From an optimization exercise on the open Yosys and OpenROAD flow, aimed at small area, a short achievable clock period and few clock cycles per item; shortcuts taken in it are not production practice.
In this exercise RTL edits were held to simulation tests only and were not proved equivalent to the original.
Power is estimated from default activity; no workload was simulated.

main:
==> flow/design.v <==
module lz77_enc (
    input  wire        clk,
    input  wire        rst,             
    input  wire [6:0]  cfg_window,      
    input  wire [5:0]  cfg_lookahead,   
    input  wire        in_valid,
    output wire        in_ready,
    input  wire [7:0]  in_data,
    input  wire        in_last,         
    output wire        out_valid,
    input  wire        out_ready,
    output wire [15:0] out_offset,
    output wire [15:0] out_length,
    output wire [7:0]  out_literal,
    output wire        out_last         
);
    localparam N    = 64;               
    localparam RING = 8;                
    localparam RW   = 3;                
    reg        a_valid;
    reg  [7:0] a_data;
    reg        a_last;
    reg        s_valid;                 
    reg  [7:0] s_data;                  
    reg        s_last;
    reg        msg_start;               
    reg  [6:0] win;                     
    reg  [5:0] look;                    
    reg        rdy;                     
    assign in_ready = rdy;
    wire   in_fire  = in_valid && !s_valid;
    reg  [7:0]    hist [1:N];           
    reg  [RW-1:0] rot;                  
    reg  [N:1]    m;                    
    reg  [5:0]    t;                    
    reg           t0;                   
    reg  [6:0]    lim;                  
    reg        e0_v, e0_e;
    reg  [6:0] e0_off;
    reg  [5:0] e0_len;
    reg  [7:0] e0_lit;
    reg        e0_last;
    wire room    = e0_e || out_ready;
    wire aligned = (rot == {RW{1'b0}}) || (lim == 7'd0);
    wire go      = a_valid && room && aligned;
    wire a_free  = !a_valid || go;      
    wire [N:1] eq;
    wire [N:1] init;
    wire [7:0] lq_gt, lq_eq, lr_gt;
    genvar d;
    generate
        for (d = 0; d < 8; d = d + 1) begin : g_lim
            assign lq_gt[d] = (lim[5:3] > d);
            assign lq_eq[d] = (lim[5:3] == d);
            assign lr_gt[d] = (lim[2:0] > d);
        end
        for (d = 1; d <= N; d = d + 1) begin : g_cmp
            assign eq[d]   = (hist[d] == a_data);
            assign init[d] = lim[6] || lq_gt[(d-1)/8] || (lq_eq[(d-1)/8] && lr_gt[(d-1)%8]);
        end
    endgenerate
    wire [N:1] m_eff   = (m | {N{t0}}) & init;
    wire [N:1] e       = m_eff & eq;
    wire       any     = |e;
    wire       cap_hit = (t == look);
    wire       lit     = a_last || cap_hit || !any;
    wire [N:1] m_next  = m_eff & (eq | {N{!go}});
    reg  [6:0] pe;
    integer i;
    always @(*) begin
        pe = 7'd0;
        for (i = 1; i <= N; i = i + 1)
            if (m[i]) pe = i;
    end
    wire [6:0] p_off = t0 ? 7'd0 : pe;
    wire push = go && lit;
    assign out_valid   = e0_v;
    assign out_offset  = {9'd0, e0_off};
    assign out_length  = {10'd0, e0_len};
    assign out_literal = e0_lit;
    assign out_last    = e0_last;
    wire          s_valid_next = a_free ? 1'b0 : (s_valid || in_fire);
    wire [6:0]    lim_next     = go ? (a_last ? 7'd0 : (lim == win ? lim : lim + 7'd1)) : lim;
    wire [RW-1:0] rot_next     = go ? {RW{1'b0}} : rot + 1'b1;
    integer k;
    always @(posedge clk) begin
        if (a_free)
            a_data <= s_valid ? s_data : in_data;
        if (!a_free && !s_valid) begin
            s_data <= in_data;
            s_last <= in_last;
        end
        for (k = 2; k <= N; k = k + 1)
            if ((k - 1) % RING != 0)
                hist[k] <= hist[k-1];
            else
                hist[k] <= go ? hist[k-1] : hist[k+RING-1];
        hist[1] <= go ? a_data : hist[RING];
        m <= m_next;
        if (room) begin
            e0_off  <= p_off;
            e0_len  <= t;
            e0_lit  <= a_data;
            e0_last <= a_last;
        end
    end
    always @(posedge clk) begin
        if (rst) begin
            a_valid   <= 1'b0;
            a_last    <= 1'b0;
            s_valid   <= 1'b0;
            msg_start <= 1'b1;
            win       <= 7'd1;
            look      <= 6'd1;
            rdy       <= 1'b1;
            rot       <= {RW{1'b0}};
            t         <= 6'd0;
            t0        <= 1'b1;
            lim       <= 7'd0;
            e0_v      <= 1'b0;
            e0_e      <= 1'b1;
        end else begin
            if (a_free) begin
                a_valid <= s_valid || in_fire;
                a_last  <= s_valid ? s_last : in_last;
            end
            s_valid <= s_valid_next;
            if (in_fire) begin
                msg_start <= in_last;
                if (msg_start) begin
                    win  <= cfg_window;
                    look <= cfg_lookahead;
                end
            end
            if (go) begin
                t  <= lit ? 6'd0 : t + 6'd1;
                t0 <= lit;
            end
            lim  <= lim_next;
            rot  <= rot_next;
            if (room) begin
                e0_v <= push;
                e0_e <= !push;
            end
            rdy  <= !s_valid_next;
        end
    end
endmodule
==> flow/config.mk <==
export PLATFORM = sky130hd
export DESIGN_NAME = lz77_enc
export DESIGN_NICKNAME = lz77_enc
export VERILOG_FILES = /design/flow/design.v
export SDC_FILE = /design/flow/constraint.sdc
export NUM_CORES = 4
export LEC_CHECK = 0
export ABC_CLOCK_PERIOD_IN_PS = 2500
export CAP_MARGIN = 20
export CORE_MARGIN = 2
export CORE_UTILIZATION = 45
export CTS_CLUSTER_DIAMETER = 80
export CTS_CLUSTER_SIZE = 25
export SLEW_MARGIN = 20
==> flow/constraint.sdc <==
create_clock -name core_clock -period 10.0 [get_ports {clk}]
set_input_delay 2.0000 -clock core_clock [delete_from_list [all_inputs] [get_ports {clk}]]
set_output_delay 2.0000 -clock core_clock [all_outputs]
set_load 0.01 [all_outputs]
standard.sh (not shown) runs the stock make flow with config.mk's settings and CLKGATE_MAP_FILE= SYNTH_SCRIPT=/design/flow/synth_recipe.tcl, a recipe that flattens the netlist after the stock synthesis.
==> flow/flow/run.sh <==
#!/bin/bash
set -euo pipefail
bash standard.sh SETUP_SLACK_MARGIN=6.8 "BUFFER_PORTS_ARGS=-buffer_cell sky130_fd_sc_hd__buf_2" finish > make_finish.log 2>&1
main ended with every stage complete and zero timing, DRC or antenna violations.
Testbench counts of main, summed over its fixed seeds: cycles 35,415, bytes 35,399.
What the feature branch does differently from main at the input level:
diff --git a/flow/design.v b/flow/design.v
--- a/flow/design.v
+++ b/flow/design.v
@@ -29,5 +29,5 @@
     reg        rdy;                     
     assign in_ready = rdy;
-    wire   in_fire  = in_valid && !s_valid;
+    wire   in_fire  = in_valid && rdy;
     reg  [7:0]    hist [1:N];           
     reg  [RW-1:0] rot;                  
@@ -36,10 +36,10 @@
     reg           t0;                   
     reg  [6:0]    lim;                  
-    reg        e0_v, e0_e;
+    reg        e0_v;
     reg  [6:0] e0_off;
     reg  [5:0] e0_len;
     reg  [7:0] e0_lit;
     reg        e0_last;
-    wire room    = e0_e || out_ready;
+    wire room    = !e0_v || out_ready;
     wire aligned = (rot == {RW{1'b0}}) || (lim == 7'd0);
     wire go      = a_valid && room && aligned;
@@ -87,5 +87,5 @@
         if (a_free)
             a_data <= s_valid ? s_data : in_data;
-        if (!a_free && !s_valid) begin
+        if (!a_free && rdy) begin
             s_data <= in_data;
             s_last <= in_last;
@@ -119,5 +119,4 @@
             lim       <= 7'd0;
             e0_v      <= 1'b0;
-            e0_e      <= 1'b1;
         end else begin
             if (a_free) begin
@@ -139,8 +138,6 @@
             lim  <= lim_next;
             rot  <= rot_next;
-            if (room) begin
+            if (room)
                 e0_v <= push;
-                e0_e <= !push;
-            end
             rdy  <= !s_valid_next;
         end
Findings:
Lower share of total power in the clock network among the feature branch and main: main
[compare] base=main new=the feature branch: total power increased 4.0%, flip-flop and latch count after synthesis flat.
The feature branch vs main — synthesized area dropped 230 sq um.
Comparing the feature branch and main, design area is lower on the feature branch.
Comparing wire length of the first global-routing pass for the feature branch and main, the smaller number came from main.
Per the comparison of the feature branch with main, count of sequential standard cells shows no meaningful change, routed length on met2 moved up.
Testbench counts of the feature branch, summed over its fixed seeds: cycles 35,415, bytes 35,399.

[afterwards: timing with drivers on the ports]
No port has a modelled driver above. Below, the same layouts with a new extraction and two added sets of constraints. Step 1 assumes that a clkbuf_16 drives the clock port and a buf_2 every other input. Step 2, shift: input delay + t, output delay - t, t = (earliest + latest rising clock arrival at the registers) / 2. This alone moves slack from input paths to output paths. Three values: no drivers, after step 1, after step 2; two values: the first two.
run | t (ns) | setup slack, ns | worst hold slack (ns) | latest minus earliest clock arrival (ns) | worst data-port slew with drivers (ns)
main | 0.641 | 6.843 / 6.802 / 6.319 | 0.347 / 0.347 / 0.347 | 0.035 / 0.035 | 0.04
the feature branch | 0.629 | 6.763 / 6.703 / 6.399 | 0.350 / 0.350 / 0.350 | 0.033 / 0.034 | 0.06
After both steps setup and hold are still met in every run listed. The setup slack of main, which loses most, moves by -0.041 ns with the drivers and by -0.524 ns with both steps.
